Background: an optimization exercise with open tools, aiming at small area, a short achievable clock period and few clock cycles per item. Do not read the settings as production practice.
Where RTL was checked, it was by simulation tests only, not by an equivalence proof against the original.
Power figures rest on the tool's default switching activity, not on a simulated workload.

==> flow/design.v (excerpt) <==
module wkcore (
  input  wire        clk,
  input  wire        rst,
  input  wire        start,
  input  wire        ack,
  input  wire [31:0] page_words,
  input  wire [31:0] dst_cap_words,
  output wire        busy,
  output wire        done,
  output wire [1:0]  err,
  output wire [31:0] length,
  output wire [9:0]  pg_addr,
  output wire        pg_re,
  input  wire [31:0] pg_rdata,
  output reg  [10:0] dst_addr,
  output reg  [31:0] dst_wdata,
  output reg         dst_we
);
  reg        busy_r, done_r;
  reg [1:0]  err_r;
  reg [10:0] len_r;
  assign busy   = busy_r;
  assign done   = done_r;
  assign err    = err_r;
  assign length = {21'd0, len_r};
  reg pw_lo, pw_hi, cap_hi, cap_lo;
  always @(posedge clk) begin
    pw_lo  <= (page_words[15:0] == 16'd1024);
    pw_hi  <= (page_words[31:16] == 16'd0);
    cap_hi <= |dst_cap_words[31:11];
    cap_lo <= (dst_cap_words[10:0] >= 11'd1562);
  end
  wire pw_ok  = pw_lo & pw_hi;
  wire cap_ok = cap_hi | cap_lo;
  wire accept = start & ~busy_r;
  reg  c1;                        
  wire bad    = c1 & ~(pw_ok & cap_ok);
  reg        rd_on;
  reg [10:0] rd_cnt;
  assign pg_re   = rd_on;
  assign pg_addr = rd_cnt[9:0];
  reg        rdv, va, vb, vc;
  reg [31:0] w_a, w_b, w_c;
  reg [3:0]  s_b, s_c;
  reg [15:0] oh_b;
  reg        z_b, z_c, nzv_b;
  wire [3:0] s_a;
  wk_hash_rom u_rom (.key(w_a[17:10]), .slot(s_a));
  always @(posedge clk) begin
    w_a  <= pg_rdata;
    w_b  <= w_a;
    s_b  <= s_a;
    oh_b <= 16'd1 << s_a;
    z_b  <= (w_a == 32'd0);
    nzv_b <= va & (w_a != 32'd0);
    w_c  <= w_b;
    s_c  <= s_b;
    z_c  <= z_b;
  end
  reg  [10:0] ci;                 
  reg         fin;                
  wire        p2   = ci[10];
  wire        last = (ci[9:0] == 10'd1023);
  wire eq_hi, eq_lo;
  reg  dinit;
  always @(posedge clk)
    dinit <= accept | (vc & ~p2 & (ci[9:0] == 10'd1021));
  wk_dict u_dict (
    .clk   (clk),
  ...
Size in the first run: ~190 I/O pins, about 35,000 um2 of cells after synthesis.
clock: 11.0 ns
lec_check: 0
cap_margin: 20
core_margin: 2
core_utilization: 65
slew_margin: 20
standard.sh (not shown) runs the stock make flow with config.mk's settings and CLKGATE_MAP_FILE= SYNTH_SCRIPT=/design/flow/synth_recipe.tcl, a recipe that flattens the netlist after the stock synthesis.
==> flow/flow/run.sh <==
#!/bin/bash
# Layout flow: the standard flow (standard.sh), with two changes in how
# the layout is made:
#  - the port buffers are buf_4 cells instead of the cell buffer_ports picks;
#  - timing repair after CTS and global routing aims for more setup slack.
# The constraints (constraint.sdc, clock period) are used unchanged.
set -o pipefail
bash standard.sh \
  "BUFFER_PORTS_ARGS=-buffer_cell sky130_fd_sc_hd__buf_4" \
  SETUP_SLACK_MARGIN=7.5 \
  finish > standard.log 2>&1
Then changed:
--- a/flow/design.v
+++ b/flow/design.v
@@ -115,17 +115,16 @@
     .eq_lo (eq_lo)
   );
   wire       nz   = vc & ~z_c;
   wire       qsym = nz & eq_hi;               
   wire       lsym = nz & eq_hi & ~eq_lo;      
   wire       miss = nz & ~eq_hi;              
   wire [1:0] tag  = {~z_c & (~eq_hi | eq_lo), ~z_c & eq_hi};
   reg [10:0] fptr;      
-  reg [7:0]  qw;        
   reg [2:0]  q_mod;     
   reg [1:0]  l_mod;     
   reg [10:0] lptr;      
   reg [6:0]  tptr;      
   reg [31:0] qacc;
   reg [19:0] lacc;
   reg [31:4] tacc;      
   reg [3:0]  t01;       
@@ -233,25 +232,25 @@
     l_mod <= l_mod_n;
     q7 <= (q_mod_n == 3'd7);
     l2 <= (l_mod_n == 2'd2);
   end
   always @(posedge clk) begin
     if (c1) begin
       ci    <= 11'd0;
       fptr  <= 11'd68;
-      qw    <= 8'd0;
+      lptr  <= 11'd68;
       tptr  <= 7'd4;
       h3w   <= 1'b0;
     end else begin
       if (vc)
         ci <= ci + 11'd1;
       if (pass1) begin
-        if (qsym & (q_mod == 3'd0))
-          qw <= qw + 8'd1;
+        if (miss | (qsym & (q_mod == 3'd0)))
+          lptr <= lptr + 11'd1;
       end else begin
         if (q_in)
           qacc[4*q_mod +: 4] <= q_sym;
         if (l_in & ~l2) begin
           if (l_mod[0])
             lacc[19:10] <= l_sym;
           else
             lacc[9:0] <= l_sym;
@@ -260,18 +259,16 @@
       if (vc & p2) begin
         if (ci[3:1] == 3'd0)
           t01[2*ci[0] +: 2] <= tag;
         else
           tacc[2*ci[3:0] +: 2] <= tag;
       end
       if (tc)
         tp01 <= t01;
-      if (hdr1)
-        lptr <= fptr + {3'd0, qw};
       if (wr_f | wr_qp | wr_q)
         fptr <= fptr + 11'd1;
       if (wr_l)
         lptr <= lptr + 11'd1;
       if (wr_t)
         tptr <= tptr + 7'd1;
       if (wr_h3)
         h3w <= 1'b1;
- total power is lower by a few percent
- global-route usage is lower by 0.12 points
- first-iteration DRC count is higher by roughly a tenth
- clock-buffer cell count is higher by 19
- area after synthesis is lower by a few percent
- setup slack degrades by 11 ps
- routed wire length is lower by a few percent
No functional check of the RTL was part of any run of this note.

========
Setup of job 104:
Another version of the RTL of wkcore (not shown whole).
Size: ~820 flip-flops, about 190 I/O pins, about 31000 µm² of cells after synthesis.
==> module wk_dict, before the edit <==
module wk_dict (
  input  wire        clk,
  input  wire        init,      
  input  wire        upd,       
  input  wire [15:0] sel,       
  input  wire [31:0] word,
  output reg         eq_hi,
  output reg         eq_lo
);
  localparam [31:0] GT = 32'h9d823896;    
  wire [7:0]  k    = word[17:10];
  wire        g    = GT[{k[7], k[4], k[3], k[2], k[0]}];
  wire [5:0]  code = {k[7] ^ k[0], k[6], k[5] ^ k[0], k[4] ^ k[0], k[2], k[1]} ^ {{5{g}}, 1'b0};
  wire [29:0] wt   = {word[31:18], code, word[9:0]};
  wire [29:0] dwr0 = init ? {14'd0, 6'd0, 10'd1} : wt;
  wire [29:0] dwr1 = {dwr0[29:11], dwr0[10] | init, dwr0[9:0]};
  wire [29:0] dwr2 = {dwr0[29:12], dwr0[11] | init, dwr0[10:0]};
  reg [29:0] dict [0:15];
  reg [29:0] entry;
  integer j;
  always @(*) begin
    entry = 30'd0;
    for (j = 0; j < 16; j = j + 1)
      entry = entry | (dict[j] & {30{sel[j]}});
  end
  integer n;
  always @(posedge clk) begin
    eq_hi <= (wt[29:10] == entry[29:10]);
    eq_lo <= (wt[9:0] == entry[9:0]);
    for (n = 0; n < 16; n = n + 1)
      if (init || (upd && sel[n]))
        dict[n] <= (n == 5 || n == 6 || n == 13) ? dwr1 : (n == 8) ? dwr2 : dwr0;
  end
endmodule
clock: 11.0 ns
lec_check: 0
cap_margin: 20
core_margin: 2
core_utilization: 70
slew_margin: 20
==> flow/flow/run.sh <==
#!/bin/bash
# Layout flow: the standard flow (standard.sh), with changes in how
# the layout is made:
#  - the port buffers are buf_2 cells instead of the cell buffer_ports picks;
#  - timing repair after CTS and global routing aims for more setup slack;
#  - clock tree synthesis uses clusters of up to 25 sinks and no dummy loads.
# The constraints (constraint.sdc, clock period) are used unchanged.
set -o pipefail
bash standard.sh \
  "BUFFER_PORTS_ARGS=-buffer_cell sky130_fd_sc_hd__buf_2" \
  SETUP_SLACK_MARGIN=7.7 \
  "CTS_ARGS=-sink_clustering_enable -repair_clock_nets -dont_use_dummy_load -sink_clustering_size 25 -sink_clustering_max_diameter 80" \
  finish > standard.log 2>&1
Testbench counts of job 104, summed over its fixed seeds: cycles 65,908, items 32.
Input-level comparison between job 101 and job 104:
--- a/flow/design.v
+++ b/flow/design.v
@@ -12,35 +12,32 @@
   input  wire        upd,       
   input  wire [15:0] sel,       
   input  wire [31:0] word,
   output reg         eq_hi,
   output reg         eq_lo
 );
-  localparam [31:0] GT = 32'h9d823896;    
-  wire [7:0]  k    = word[17:10];
-  wire        g    = GT[{k[7], k[4], k[3], k[2], k[0]}];
-  wire [5:0]  code = {k[7] ^ k[0], k[6], k[5] ^ k[0], k[4] ^ k[0], k[2], k[1]} ^ {{5{g}}, 1'b0};
-  wire [29:0] wt   = {word[31:18], code, word[9:0]};
-  wire [29:0] dwr0 = init ? {14'd0, 6'd0, 10'd1} : wt;
-  wire [29:0] dwr1 = {dwr0[29:11], dwr0[10] | init, dwr0[9:0]};
-  wire [29:0] dwr2 = {dwr0[29:12], dwr0[11] | init, dwr0[10:0]};
-  reg [29:0] dict [0:15];
-  reg [29:0] entry;
+  wire [7:0]  k  = word[17:10];
+  wire [6:0]  kt = {k[7] ^ k[0], k[6], k[5] ^ k[0], k[4] ^ k[0], k[3] ^ k[0], k[2], k[1]};
+  wire [30:0] wt = {word[31:18], kt, word[9:0]};
+  wire [30:0] dwr   = init ? {14'd0, 7'd0, 10'd1} : wt;
+  wire [30:0] dwr13 = {dwr[30:11], dwr[10] | init, dwr[9:0]};
+  reg [30:0] dict [0:15];
+  reg [30:0] entry;
   integer j;
   always @(*) begin
-    entry = 30'd0;
+    entry = 31'd0;
     for (j = 0; j < 16; j = j + 1)
-      entry = entry | (dict[j] & {30{sel[j]}});
+      entry = entry | (dict[j] & {31{sel[j]}});
   end
   integer n;
   always @(posedge clk) begin
-    eq_hi <= (wt[29:10] == entry[29:10]);
+    eq_hi <= (wt[30:10] == entry[30:10]);
     eq_lo <= (wt[9:0] == entry[9:0]);
     for (n = 0; n < 16; n = n + 1)
       if (init || (upd && sel[n]))
-        dict[n] <= (n == 5 || n == 6 || n == 13) ? dwr1 : (n == 8) ? dwr2 : dwr0;
+        dict[n] <= (n == 13) ? dwr13 : dwr;
   end
 endmodule
 module wkcore (
   input  wire        clk,
   input  wire        rst,
   input  wire        start,
## What came out
Job 101: gate count of the mapped netlist higher than job 104. Job 101 carries more flip-flops than job 104. Summary of job 101 over job 104: HPWL after detailed placement went up 2300 µm; share of the final layout cell area in multi-input gates went down 0.65 points; mux contribution to synthesized area went down 0.81 points.
Testbench counts of job 101, summed over its fixed seeds: cycles 65,908, items 32.

========
The RTL this note starts from:
==> flow/design.v <==
module wk_hash_rom (
  input  wire [7:0] key,
  output wire [3:0] slot
);
  localparam [1023:0] TABLE =
      1024'h73b2b0cff8f67cd4c5923a73fe2bf64b94a09b3ee6efeaa1bc092b6f5fde62ee35ca23d30532ee80e7cc1b23f1b8174ca709484c71a2948ea7a890b79aff8da1af13a2428185736ed550288ca6b0fc5f9990a5436d7b9d8efd59b181cc5840e44cbd47c406d76751d36bdd652f25978c44e918369b22dd161d103073656a0150;
  assign slot = TABLE[{key, 2'b00} +: 4];
endmodule
module wk_dict (
  input  wire        clk,
  input  wire        init,      
  input  wire        upd,       
  input  wire [15:0] sel,       
  input  wire [31:0] word,
  output reg         eq_hi,
  output reg         eq_lo
);
  wire [7:0]  k  = word[17:10];
  wire [6:0]  kt = {k[7] ^ k[0], k[6], k[5] ^ k[0], k[4] ^ k[0], k[3] ^ k[0], k[2], k[1]};
  wire [30:0] wt = {word[31:18], kt, word[9:0]};
  reg [30:0] dict [0:15];
  reg [15:0] valid;
  reg [30:0] entry;
  integer j;
  always @(*) begin
    entry = 31'd0;
    for (j = 0; j < 16; j = j + 1)
      entry = entry | (dict[j] & {31{sel[j]}});
  end
  wire v = |(valid & sel);
  integer n;
  always @(posedge clk) begin
    eq_hi <= v ? (wt[30:10] == entry[30:10]) : (word[31:10] == 22'd0);
    eq_lo <= v ? (wt[9:0] == entry[9:0]) : (word[9:0] == 10'd1);
    for (n = 0; n < 16; n = n + 1)
      if (upd && sel[n])
        dict[n] <= wt;
    if (init)
      valid <= 16'd0;
    else if (upd)
      valid <= valid | sel;
  end
endmodule
module wkcore (
  input  wire        clk,
  input  wire        rst,
  input  wire        start,
  input  wire        ack,
  input  wire [31:0] page_words,
  input  wire [31:0] dst_cap_words,
  output wire        busy,
  output wire        done,
  output wire [1:0]  err,
  output wire [31:0] length,
  output wire [9:0]  pg_addr,
  output wire        pg_re,
  input  wire [31:0] pg_rdata,
  output reg  [10:0] dst_addr,
  output reg  [31:0] dst_wdata,
  output reg         dst_we
);
  reg        busy_r, done_r;
  reg [1:0]  err_r;
  reg [10:0] len_r;
  assign busy   = busy_r;
  assign done   = done_r;
  assign err    = err_r;
  assign length = {21'd0, len_r};
  reg pw_lo, pw_hi, cap_hi, cap_lo;
  always @(posedge clk) begin
    pw_lo  <= (page_words[15:0] == 16'd1024);
    pw_hi  <= (page_words[31:16] == 16'd0);
    cap_hi <= |dst_cap_words[31:11];
    cap_lo <= (dst_cap_words[10:0] >= 11'd1562);
  end
  wire pw_ok  = pw_lo & pw_hi;
  wire cap_ok = cap_hi | cap_lo;
  wire accept = start & ~busy_r;
  reg  c1;                        
  wire bad    = c1 & ~(pw_ok & cap_ok);
  reg        rd_on;
  reg [10:0] rd_cnt;
  assign pg_re   = rd_on;
  assign pg_addr = rd_cnt[9:0];
  reg        rdv, va, vb, vc;
  reg [31:0] w_a, w_b, w_c;
  reg [3:0]  s_b, s_c;
  reg [15:0] oh_b;
  reg        z_b, z_c, nzv_b;
  wire [3:0] s_a;
  wk_hash_rom u_rom (.key(w_a[17:10]), .slot(s_a));
  always @(posedge clk) begin
    w_a  <= pg_rdata;
    w_b  <= w_a;
    s_b  <= s_a;
    oh_b <= 16'd1 << s_a;
    z_b  <= (w_a == 32'd0);
    nzv_b <= va & (w_a != 32'd0);
    w_c  <= w_b;
    s_c  <= s_b;
    z_c  <= z_b;
  end
  reg  [10:0] ci;                 
  reg         fin;                
  wire        p2   = ci[10];
  wire        last = (ci[9:0] == 10'd1023);
  wire eq_hi, eq_lo;
  reg  dinit;
  always @(posedge clk)
    dinit <= accept | (vc & ~p2 & (ci[9:0] == 10'd1021));
  wk_dict u_dict (
    .clk   (clk),
    .init  (dinit),
    .upd   (nzv_b),
    .sel   (oh_b),
    .word  (w_b),
    .eq_hi (eq_hi),
    .eq_lo (eq_lo)
  );
  wire       nz   = vc & ~z_c;
  wire       qsym = nz & eq_hi;               
  wire       lsym = nz & eq_hi & ~eq_lo;      
  wire       miss = nz & ~eq_hi;              
  wire [1:0] tag  = {~z_c & (~eq_hi | eq_lo), ~z_c & eq_hi};
  reg [10:0] fptr;      
  reg [2:0]  q_mod;     
  reg [1:0]  l_mod;     
  reg [10:0] lptr;      
  reg [31:0] qacc;
  reg [19:0] lacc;
  reg [31:4] tacc;      
  reg [3:0]  t01;       
  reg [3:0]  tp01;      
  reg        qpend, tpend, h3w;
  wire       pass1 = vc & ~p2;
  wire       padq  = fin & (q_mod != 3'd0);
  wire       padl  = fin & (l_mod != 2'd0);
  wire       q_in  = (p2 & qsym) | padq;
  wire       l_in  = (p2 & lsym) | padl;
  wire [3:0] q_sym = fin ? 4'd0  : s_c;
  wire [9:0] l_sym = fin ? 10'd0 : w_c[9:0];
  reg        q7, l2;                            
  wire       lc    = l_in & l2;                 
  wire       qc    = q_in & q7;                 
  wire       tc    = vc & p2 & (ci[3:0] == 4'd15);
  wire       hdr1  = vc & p2 & (ci[9:0] == 10'd0);
  wire       hdr2  = vc & p2 & (ci[9:0] == 10'd1);
  wire [6:0] t_addr = {~|ci[9:4], ci[9:4]} + 7'd3;
  wire       idle_f = fin & ~padq & ~padl & ~qpend & ~tpend;
  wire wr_f  = pass1 & miss;
  wire wr_l  = ~pass1 & lc;
  wire wr_qp = ~pass1 & ~lc & qpend;
  wire wr_q  = ~pass1 & ~lc & ~qpend & qc;
  wire wr_t  = ~pass1 & ~lc & ~qpend & ~qc & tpend;
  wire wr_h1 = ~pass1 & ~lc & ~qpend & ~qc & ~tpend & hdr1;
  wire wr_h2 = ~pass1 & ~lc & ~qpend & ~qc & ~tpend & hdr2;
  wire wr_h3 = idle_f & ~h3w;
  wire finish = idle_f & h3w;
  always @(posedge clk) begin
    if (rst) begin
      busy_r <= 1'b0;
      done_r <= 1'b0;
      err_r  <= 2'd0;
      len_r  <= 11'd0;
      c1     <= 1'b0;
      rd_on  <= 1'b0;
      rd_cnt <= 11'd0;
      rdv    <= 1'b0;
      va     <= 1'b0;
      vb     <= 1'b0;
      vc     <= 1'b0;
      dst_we <= 1'b0;
      fin    <= 1'b0;
      qpend  <= 1'b0;
      tpend  <= 1'b0;
    end else begin
      c1 <= accept;
      if (accept) begin
        busy_r <= 1'b1;
        done_r <= 1'b0;
        err_r  <= 2'd0;
        len_r  <= 11'd0;
        rd_on  <= 1'b1;
      end else if (bad) begin
        busy_r <= 1'b0;
        done_r <= 1'b1;
        err_r  <= pw_ok ? 2'd2 : 2'd1;
        rd_on  <= 1'b0;
      end else if (finish) begin
        busy_r <= 1'b0;
        done_r <= 1'b1;
        len_r  <= lptr;
      end else if (done_r & ack) begin
        done_r <= 1'b0;
        err_r  <= 2'd0;
      end else if (rd_on & (rd_cnt == 11'd2047)) begin
        rd_on  <= 1'b0;
      end
      if (bad)
        rd_cnt <= 11'd0;
      else if (rd_on)
        rd_cnt <= rd_cnt + 11'd1;
      rdv <= rd_on & ~bad;
      va  <= rdv;
      vb  <= va;
      vc  <= vb;
      dst_we <= wr_f | wr_l | wr_qp | wr_q | wr_t | wr_h1 | wr_h2 | wr_h3;
      if (c1) begin
        fin   <= 1'b0;
        qpend <= 1'b0;
        tpend <= 1'b0;
      end else begin
        if (vc & p2 & last)
          fin <= 1'b1;
        else if (finish)
          fin <= 1'b0;
        if (wr_l & qc)
          qpend <= 1'b1;
        else if (wr_qp)
          qpend <= 1'b0;
        if (tc)
          tpend <= 1'b1;
        else if (wr_t)
          tpend <= 1'b0;
      end
    end
  end
  integer i;
  wire [2:0] q_mod_n = c1 ? 3'd0 :
                       pass1 ? (last ? 3'd0 : q_mod + {2'd0, qsym}) :
                       q_mod + {2'd0, q_in};
  wire [1:0] l_mod_n = (c1 | (~pass1 & l_in & l2)) ? 2'd0 :
                       l_mod + {1'b0, ~pass1 & l_in};
  always @(posedge clk) begin
    q_mod <= q_mod_n;
    l_mod <= l_mod_n;
    q7 <= (q_mod_n == 3'd7);
    l2 <= (l_mod_n == 2'd2);
  end
  always @(posedge clk) begin
    if (c1) begin
      ci    <= 11'd0;
      fptr  <= 11'd68;
      lptr  <= 11'd68;
      h3w   <= 1'b0;
    end else begin
      if (vc)
        ci <= ci + 11'd1;
      if (pass1) begin
        if (miss | (qsym & (q_mod == 3'd0)))
          lptr <= lptr + 11'd1;
      end else begin
        for (i = 0; i < 8; i = i + 1)
          if (q_in && q_mod == i[2:0])
            qacc[4*i +: 4] <= q_sym;
        if (l_in & ~l2) begin
          if (l_mod[0])
            lacc[19:10] <= l_sym;
          else
            lacc[9:0] <= l_sym;
        end
      end
      for (i = 0; i < 2; i = i + 1)
        if (vc && p2 && ci[3:0] == i[3:0])
          t01[2*i +: 2] <= tag;
      for (i = 2; i < 16; i = i + 1)
        if (vc && p2 && ci[3:0] == i[3:0])
          tacc[2*i +: 2] <= tag;
      if (tc)
        tp01 <= t01;
      if (wr_f | wr_qp | wr_q)
        fptr <= fptr + 11'd1;
      if (wr_l)
        lptr <= lptr + 11'd1;
      if (wr_h3)
        h3w <= 1'b1;
    end
    if (pass1) begin
      dst_addr  <= fptr;
      dst_wdata <= w_c;
    end else if (lc) begin
      dst_addr  <= lptr;
      dst_wdata <= {2'b00, l_sym, lacc[19:0]};
    end else if (qpend | qc) begin
      dst_addr  <= fptr;
      dst_wdata <= {qpend ? qacc[31:28] : q_sym, qacc[27:0]};
    end else if (tpend) begin
      dst_addr  <= {4'd0, t_addr};
      dst_wdata <= {tacc[31:4], tp01};
    end else begin
      dst_addr  <= hdr1 ? 11'd1 : hdr2 ? 11'd2 : 11'd3;
      dst_wdata <= {21'd0, hdr1 ? fptr : lptr};
    end
  end
endmodule
Settings: LEC_CHECK=0, CAP_MARGIN=20, CORE_MARGIN=2, CORE_UTILIZATION=65, SLEW_MARGIN=20; clock period 11.0 ns.
==> flow/flow/run.sh <==
#!/bin/bash
# Layout flow: the standard flow (standard.sh), with changes in how
# the layout is made:
#  - the port buffers are buf_2 cells instead of the cell buffer_ports picks;
#  - timing repair after CTS and global routing aims for more setup slack;
#  - clock tree synthesis uses clusters of up to 25 sinks and no dummy loads.
# The constraints (constraint.sdc, clock period) are used unchanged.
set -o pipefail
bash standard.sh \
  "BUFFER_PORTS_ARGS=-buffer_cell sky130_fd_sc_hd__buf_2" \
  SETUP_SLACK_MARGIN=7.8 \
  "CTS_ARGS=-sink_clustering_enable -repair_clock_nets -dont_use_dummy_load -sink_clustering_size 25 -sink_clustering_max_diameter 80" \
  finish > standard.log 2>&1
The starting point completed with no timing, DRC or antenna violations.
Then changed:
--- a/flow/design.v
+++ b/flow/design.v
@@ -12,32 +12,29 @@
   input  wire        upd,       
   input  wire [15:0] sel,       
   input  wire [31:0] word,
   output reg         eq_hi,
   output reg         eq_lo
 );
-  wire [7:0]  k  = word[17:10];
-  wire [6:0]  kt = {k[7] ^ k[0], k[6], k[5] ^ k[0], k[4] ^ k[0], k[3] ^ k[0], k[2], k[1]};
-  wire [30:0] wt = {word[31:18], kt, word[9:0]};
-  reg [30:0] dict [0:15];
+  reg [31:0] dict [0:15];
   reg [15:0] valid;
-  reg [30:0] entry;
+  reg [31:0] entry;
   integer j;
   always @(*) begin
-    entry = 31'd0;
+    entry = 32'd0;
     for (j = 0; j < 16; j = j + 1)
-      entry = entry | (dict[j] & {31{sel[j]}});
+      entry = entry | (dict[j] & {32{sel[j]}});
   end
   wire v = |(valid & sel);
-  integer n;
-  always @(posedge clk) begin
-    eq_hi <= v ? (wt[30:10] == entry[30:10]) : (word[31:10] == 22'd0);
-    eq_lo <= v ? (wt[9:0] == entry[9:0]) : (word[9:0] == 10'd1);
-    for (n = 0; n < 16; n = n + 1)
-      if (upd && sel[n])
-        dict[n] <= wt;
+  integer k;
+  always @(posedge clk) begin
+    eq_hi <= v ? (word[31:10] == entry[31:10]) : (word[31:10] == 22'd0);
+    eq_lo <= v ? (word[9:0] == entry[9:0]) : (word[9:0] == 10'd1);
+    for (k = 0; k < 16; k = k + 1)
+      if (upd && sel[k])
+        dict[k] <= word;
     if (init)
       valid <= 16'd0;
     else if (upd)
       valid <= valid | sel;
   end
 endmodule
@@ -80,26 +77,27 @@
   wire bad    = c1 & ~(pw_ok & cap_ok);
   reg        rd_on;
   reg [10:0] rd_cnt;
   assign pg_re   = rd_on;
   assign pg_addr = rd_cnt[9:0];
   reg        rdv, va, vb, vc;
-  reg [31:0] w_a, w_b, w_c;
+  reg [31:0] w_a, w_b;
+  reg [9:0]  w_c;
   reg [3:0]  s_b, s_c;
   reg [15:0] oh_b;
   reg        z_b, z_c, nzv_b;
   wire [3:0] s_a;
   wk_hash_rom u_rom (.key(w_a[17:10]), .slot(s_a));
   always @(posedge clk) begin
     w_a  <= pg_rdata;
     w_b  <= w_a;
     s_b  <= s_a;
     oh_b <= 16'd1 << s_a;
     z_b  <= (w_a == 32'd0);
     nzv_b <= va & (w_a != 32'd0);
-    w_c  <= w_b;
+    w_c  <= w_b[9:0];
     s_c  <= s_b;
     z_c  <= z_b;
   end
   reg  [10:0] ci;                 
   reg         fin;                
   wire        p2   = ci[10];
@@ -144,13 +142,15 @@
   wire       qc    = q_in & q7;                 
   wire       tc    = vc & p2 & (ci[3:0] == 4'd15);
   wire       hdr1  = vc & p2 & (ci[9:0] == 10'd0);
   wire       hdr2  = vc & p2 & (ci[9:0] == 10'd1);
   wire [6:0] t_addr = {~|ci[9:4], ci[9:4]} + 7'd3;
   wire       idle_f = fin & ~padq & ~padl & ~qpend & ~tpend;
-  wire wr_f  = pass1 & miss;
+  wire spec  = vb & nzv_b & ~p2 & ~(vc & last);
+  wire f_inc = pass1 & miss;
+  wire [10:0] fptr_inc = fptr + 11'd1;
   wire wr_l  = ~pass1 & lc;
   wire wr_qp = ~pass1 & ~lc & qpend;
   wire wr_q  = ~pass1 & ~lc & ~qpend & qc;
   wire wr_t  = ~pass1 & ~lc & ~qpend & ~qc & tpend;
   wire wr_h1 = ~pass1 & ~lc & ~qpend & ~qc & ~tpend & hdr1;
   wire wr_h2 = ~pass1 & ~lc & ~qpend & ~qc & ~tpend & hdr2;
@@ -201,13 +201,13 @@
       else if (rd_on)
         rd_cnt <= rd_cnt + 11'd1;
       rdv <= rd_on & ~bad;
       va  <= rdv;
       vb  <= va;
       vc  <= vb;
-      dst_we <= wr_f | wr_l | wr_qp | wr_q | wr_t | wr_h1 | wr_h2 | wr_h3;
+      dst_we <= spec | wr_l | wr_qp | wr_q | wr_t | wr_h1 | wr_h2 | wr_h3;
       if (c1) begin
         fin   <= 1'b0;
         qpend <= 1'b0;
         tpend <= 1'b0;
       end else begin
         if (vc & p2 & last)
@@ -265,22 +265,22 @@
           t01[2*i +: 2] <= tag;
       for (i = 2; i < 16; i = i + 1)
         if (vc && p2 && ci[3:0] == i[3:0])
           tacc[2*i +: 2] <= tag;
       if (tc)
         tp01 <= t01;
-      if (wr_f | wr_qp | wr_q)
-        fptr <= fptr + 11'd1;
+      if (f_inc | wr_qp | wr_q)
+        fptr <= fptr_inc;
       if (wr_l)
         lptr <= lptr + 11'd1;
       if (wr_h3)
         h3w <= 1'b1;
     end
-    if (pass1) begin
-      dst_addr  <= fptr;
-      dst_wdata <= w_c;
+    if (spec) begin
+      dst_addr  <= f_inc ? fptr_inc : fptr;
+      dst_wdata <= w_b;
     end else if (lc) begin
       dst_addr  <= lptr;
       dst_wdata <= {2'b00, l_sym, lacc[19:0]};
     end else if (qpend | qc) begin
       dst_addr  <= fptr;
       dst_wdata <= {qpend ? qacc[31:28] : q_sym, qacc[27:0]};
The changed run completed without violations.
Setup slack gets worse by 3.0 ps.
Sequential share of layout area came out lower by 1.2 points.
Total power came out higher by 0.88%.
Maximum frequency stays flat.
Combinational power came out higher by about 11%.
Routed wire length came out higher by 6.1%.
Clock skew came out higher by 37 ps.
Core utilization stays flat.
Flip-flop and latch count came out lower by 6.
Cell area came out higher by 2.2%.
Clock power barely changes.
First-iteration DRC count came out higher by 1.0%.
Global-route usage came out higher by 0.73 points.
No functional check of the RTL was part of any run of this note.

==> re-timing with driven ports <==
No port has a modelled driver above. Below, the same layouts with a new extraction and two added sets of constraints.
Step 1, drivers: a clkbuf_16 drives clk and a buf_2 each remaining input, both assumed.
Step 2 moves the port delays by t, midway between the first and last clock arrival at a register: inputs arrive t later, outputs are due t later. That takes back most of the time a late clock gives input paths.
a / b / c = ideal ports / drivers / drivers and shift; a / b = the first two.
run | shift t [ns] | setup slack, ns | worst hold slack (ns) | clock arrival spread, ns
the first run of note 1 | 0.691 | 7.561 / 7.500 / 7.540 | 0.329 / 0.329 / 0.329 | 0.026 / 0.026
the second run of note 1 | 0.688 | 7.550 / 7.526 / 7.550 | 0.328 / 0.328 / 0.328 | 0.021 / 0.021
job 104 | 0.623 | 7.740 / 7.681 / 7.561 | 0.334 / 0.334 / 0.334 | 0.069 / 0.069
job 101 | 0.628 | 7.727 / 7.668 / 7.593 | 0.335 / 0.335 / 0.335 | 0.088 / 0.088
the first run of note 3 | 0.628 | 7.719 / 7.659 / 7.616 | 0.330 / 0.330 / 0.330 | 0.086 / 0.086
the second run of note 3 | 0.631 | 7.716 / 7.653 / 7.599 | 0.334 / 0.334 / 0.334 | 0.089 / 0.089
After both steps every run listed still meets setup and hold. For job 104, which loses most, drivers alone change the setup slack by -0.059 ns; drivers and shift together by -0.179 ns.
